From an optimization exercise on the open Yosys and OpenROAD flow, aimed at small area, a short achievable clock period and few clock cycles per item; shortcuts taken in it are not production practice.
Where RTL was checked, it was by simulation tests only, not by an equivalence proof against the original.

==> run a <==
Design sym_engine, start of the top module:
module sym_engine (
    input  wire        clk,
    input  wire        rst,
    input  wire        cmd_valid,
    output wire        cmd_ready,
    input  wire [63:0] cmd_word,
    output wire        rsp_valid,
    input  wire        rsp_ready,
    output wire [63:0] rsp_word
);
Settings: LEC_CHECK=0, CAP_MARGIN=20, CORE_MARGIN=2, CORE_UTILIZATION=75, CTS_BUF_LIST=sky130_fd_sc_hd__clkbuf_8, SETUP_SLACK_MARGIN=5, SLEW_MARGIN=20; clock period 9.0 ns.
standard.sh (not shown) runs the stock make flow with config.mk's settings and CLKGATE_MAP_FILE= SYNTH_SCRIPT=/design/flow/synth_recipe.tcl, a recipe that flattens the netlist after the stock synthesis.
==> flow/flow/run.sh <==
#!/bin/bash
# The standard layout, with plain buffers (sky130_fd_sc_hd__buf_1) on the ports instead of
# the default delay-cell buffers. Each tool's output is in standard.log.
set -euo pipefail
cd "$(dirname "$0")/.."
export BUFFER_PORTS_ARGS="-buffer_cell sky130_fd_sc_hd__buf_1"
bash standard.sh finish > standard.log 2>&1
==> run b (differences from run a) <==
--- a/flow/design.v
+++ b/flow/design.v
@@ -13,20 +13,20 @@
   localparam [7:0] OP_MAP     = 8'h12;
   reg [8:0] dim_w;    
   reg [8:0] dim_h;    
   reg [2:0] mode;     
   reg       o_valid;
   reg       o_res;    
   reg       o_last;   
-  reg       o_mop;    
+  reg [7:0] o_op;
   reg       o_err;
   reg [7:0] o_px, o_py;   
   reg [3:0] o_rm;     
   reg [1:0] o_j;
-  assign cmd_ready = rsp_ready && o_last;
+  assign cmd_ready = !o_valid || (rsp_ready && o_last);
   wire accept = cmd_valid && cmd_ready;
   wire take   = o_valid && rsp_ready;
   wire [7:0] op  = cmd_word[63:56];
   wire       rsv = cmd_word[55:32] != 24'd0;
   wire [15:0] xs = cmd_word[15:0];
   wire [15:0] ys = cmd_word[31:16];
   wire is_dim  = op == OP_SETDIM && !rsv;
@@ -54,32 +54,20 @@
         cout[k] = (a[k] & b[k]) | ((a[k] ^ b[k]) & ~c[k]);
       end
       cin[8] = c[8];
       cout[8] = 1'b0;
       sum1_eq = cin[0] && (cin[8:1] == cout[7:0]);
     end
   endfunction
-  function lt8;
-    input [7:0] a;
-    input [7:0] b;
-    integer k;
-    begin
-      lt8 = 1'b0;
-      for (k = 0; k < 8; k = k + 1)
-        lt8 = (a[k] ^ b[k]) ? b[k] : lt8;
-    end
-  endfunction
   wire [7:0] x  = xs[7:0];
   wire [7:0] y  = ys[7:0];
   wire       xz = xs[15:8] == 8'd0;
   wire       yz = ys[15:8] == 8'd0;
-  wire in0 = xz && yz && (dim_w[8] || lt8(x, dim_w[7:0])) &&
-                         (dim_h[8] || lt8(y, dim_h[7:0]));
-  wire in1 = xz && yz && (dim_w[8] || lt8(y, dim_w[7:0])) &&
-                         (dim_h[8] || lt8(x, dim_h[7:0]));
+  wire in0 = xz && yz && ({1'b0, x} < dim_w) && ({1'b0, y} < dim_h);
+  wire in1 = xz && yz && ({1'b0, y} < dim_w) && ({1'b0, x} < dim_h);
   wire cx  = dim_w[0] && dim_w[8:1] == {1'b0, x};    
   wire cy  = dim_h[0] && dim_h[8:1] == {1'b0, y};    
   wire dg  = x == y;                                 
   wire ad  = dim_w == dim_h && sum1_eq(x, y, dim_w);
   reg [3:0] mask;
   always @(*) begin
     case (mode)
@@ -130,47 +118,40 @@
       end
       if (is_mode) mode <= cmd_word[2:0];
     end else if (take && o_last) begin
       o_valid <= 1'b0;
     end
   end
   always @(posedge clk) begin
-    if (rst) begin
-      o_last <= 1'b1;
-    end else if (accept) begin
-      o_last <= !(is_map && mask != 4'd0);
-    end else if (take) begin
-      o_last <= o_last || rs_one;    
-    end
-  end
-  always @(posedge clk) begin
     if (accept) begin
       o_res  <= 1'b1;
-      o_mop  <= op == OP_MAP;
+      o_last <= !(is_map && mask != 4'd0);
+      o_op   <= op;
       o_err  <= !(is_dim || is_mode || is_map);
       o_px   <= x;
-      o_py   <= op == OP_MAP ? y : op;
+      o_py   <= y;
       o_rm   <= mask;
       o_j    <= 2'd0;
     end else if (take) begin
       o_res  <= 1'b0;
+      o_last <= rs_one;
       o_rm   <= rs;
       if (!o_res) o_j <= o_j + 2'd1;
       if (fx) o_px <= nx;
       if (fy) o_py <= ny;
     end
   end
   wire [2:0] n = {o_rm[3] & o_rm[1],
                   o_rm[0] & (o_rm[1] | o_rm[2] | o_rm[3]) & !(o_rm[1] & o_rm[3]),
                   (o_rm[0] & !(o_rm[1] | o_rm[2] | o_rm[3])) | (o_rm[3] & !o_rm[0])};
-  wire o_dim  = !o_err && !o_mop && !o_py[0];
-  wire o_mode = !o_err && !o_mop && o_py[0];
-  wire o_map  = !o_err && o_mop;
+  wire o_dim  = !o_err && o_op[1:0] == 2'd0;
+  wire o_mode = !o_err && o_op[1:0] == 2'd1;
+  wire o_map  = !o_err && o_op[1:0] == 2'd2;
   wire [8:0] pay_lo = (o_dim ? dim_w : 9'd0) |
-                      (o_mode ? {6'd0, o_px[2:0]} : 9'd0) |
+                      (o_mode ? {6'd0, mode} : 9'd0) |
                       (o_map ? {6'd0, n} : 9'd0);
   wire [8:0] pay_hi = o_dim ? dim_h : 9'd0;
   assign rsp_valid = o_valid;
   assign rsp_word = o_res ?
-      {o_mop ? OP_MAP : o_py, 3'd0, o_err, 4'd0, 23'd0, pay_hi, 7'd0, pay_lo} :
+      {o_op, 3'd0, o_err, 4'd0, 23'd0, pay_hi, 7'd0, pay_lo} :
       {OP_MAP, 4'd0, 4'd1, 28'd0, o_last, 1'b0, o_j, o_py, o_px};
 endmodule
==> flow/flow/run.sh (replaced) <==
#!/bin/bash
# The standard layout, with plain buffers (buf_2) on the ports instead of
# the default delay-cell buffers. Each tool's output is in standard.log.
set -euo pipefail
cd "$(dirname "$0")/.."
export BUFFER_PORTS_ARGS="-buffer_cell sky130_fd_sc_hd__buf_2"
bash standard.sh finish > standard.log 2>&1
- CORE_UTILIZATION: 75 -> 40
- CTS_BUF_LIST: sky130_fd_sc_hd__clkbuf_8 -> default
- SETUP_SLACK_MARGIN: 5 -> default
==> run c (differences from run a) <==
--- a/flow/design.v
+++ b/flow/design.v
@@ -18,15 +18,15 @@
   reg       o_res;    
   reg       o_last;   
   reg       o_mop;    
   reg       o_err;
   reg [7:0] o_px, o_py;   
   reg [3:0] o_rm;     
   reg [1:0] o_j;
-  assign cmd_ready = rsp_ready && o_last;
+  assign cmd_ready = !o_valid || (rsp_ready && o_last);
   wire accept = cmd_valid && cmd_ready;
   wire take   = o_valid && rsp_ready;
   wire [7:0] op  = cmd_word[63:56];
   wire       rsv = cmd_word[55:32] != 24'd0;
   wire [15:0] xs = cmd_word[15:0];
   wire [15:0] ys = cmd_word[31:16];
   wire is_dim  = op == OP_SETDIM && !rsv;
@@ -130,33 +130,26 @@
       end
       if (is_mode) mode <= cmd_word[2:0];
     end else if (take && o_last) begin
       o_valid <= 1'b0;
     end
   end
   always @(posedge clk) begin
-    if (rst) begin
-      o_last <= 1'b1;
-    end else if (accept) begin
-      o_last <= !(is_map && mask != 4'd0);
-    end else if (take) begin
-      o_last <= o_last || rs_one;    
-    end
-  end
-  always @(posedge clk) begin
     if (accept) begin
       o_res  <= 1'b1;
+      o_last <= !(is_map && mask != 4'd0);
       o_mop  <= op == OP_MAP;
       o_err  <= !(is_dim || is_mode || is_map);
       o_px   <= x;
       o_py   <= op == OP_MAP ? y : op;
       o_rm   <= mask;
       o_j    <= 2'd0;
     end else if (take) begin
       o_res  <= 1'b0;
+      o_last <= rs_one;
       o_rm   <= rs;
       if (!o_res) o_j <= o_j + 2'd1;
       if (fx) o_px <= nx;
       if (fy) o_py <= ny;
     end
   end
   wire [2:0] n = {o_rm[3] & o_rm[1],
==> run notes <==
Against run a, the maximum frequency of run c is larger by about 7%. The highest synthesized cell count belongs to run a, the lowest to run c. The lowest area after synthesis belongs to run c, the highest to run b. The highest register-to-register slack belongs to run b, the lowest to run a.
Testbench counts of run a, summed over its fixed seeds: cycles 6,396, items 3,200.
Testbench counts of run c, summed over its fixed seeds: cycles 6,396, items 3,200.
Only the layout flow was run in run b; the RTL was not checked for function there.

==> port drivers added, routing unchanged <==
In the flow no input, the clock included, has a driving cell. The finished layouts below were timed again as built, in two steps.
Step 1: set_driving_cell puts a clkbuf_16 on clk and a buf_2 on each other input, an assumption about the parent block.
Step 2, shift: input delay + t, output delay - t, t = (earliest + latest rising clock arrival at the registers) / 2. This alone moves slack from input paths to output paths.
Slacks: no drivers / after step 1 / after step 2; pairs: no drivers / after step 1.
run | shift t [ns] | slack for setup (ns) | worst setup path after step 2 | cell pins on the clock port's net
run a | 0.344 | 4.693 / 4.688 / 4.344 | input to register | 1
run b | 0.343 | 4.840 / 4.798 / 4.739 | input to register | 1
run c | 0.342 | 4.974 / 4.942 / 4.848 | input to register | 1
After both steps setup and hold are still met in every run listed. For run a, which loses most, drivers alone change the setup slack by -0.005 ns; drivers and shift together by -0.349 ns.
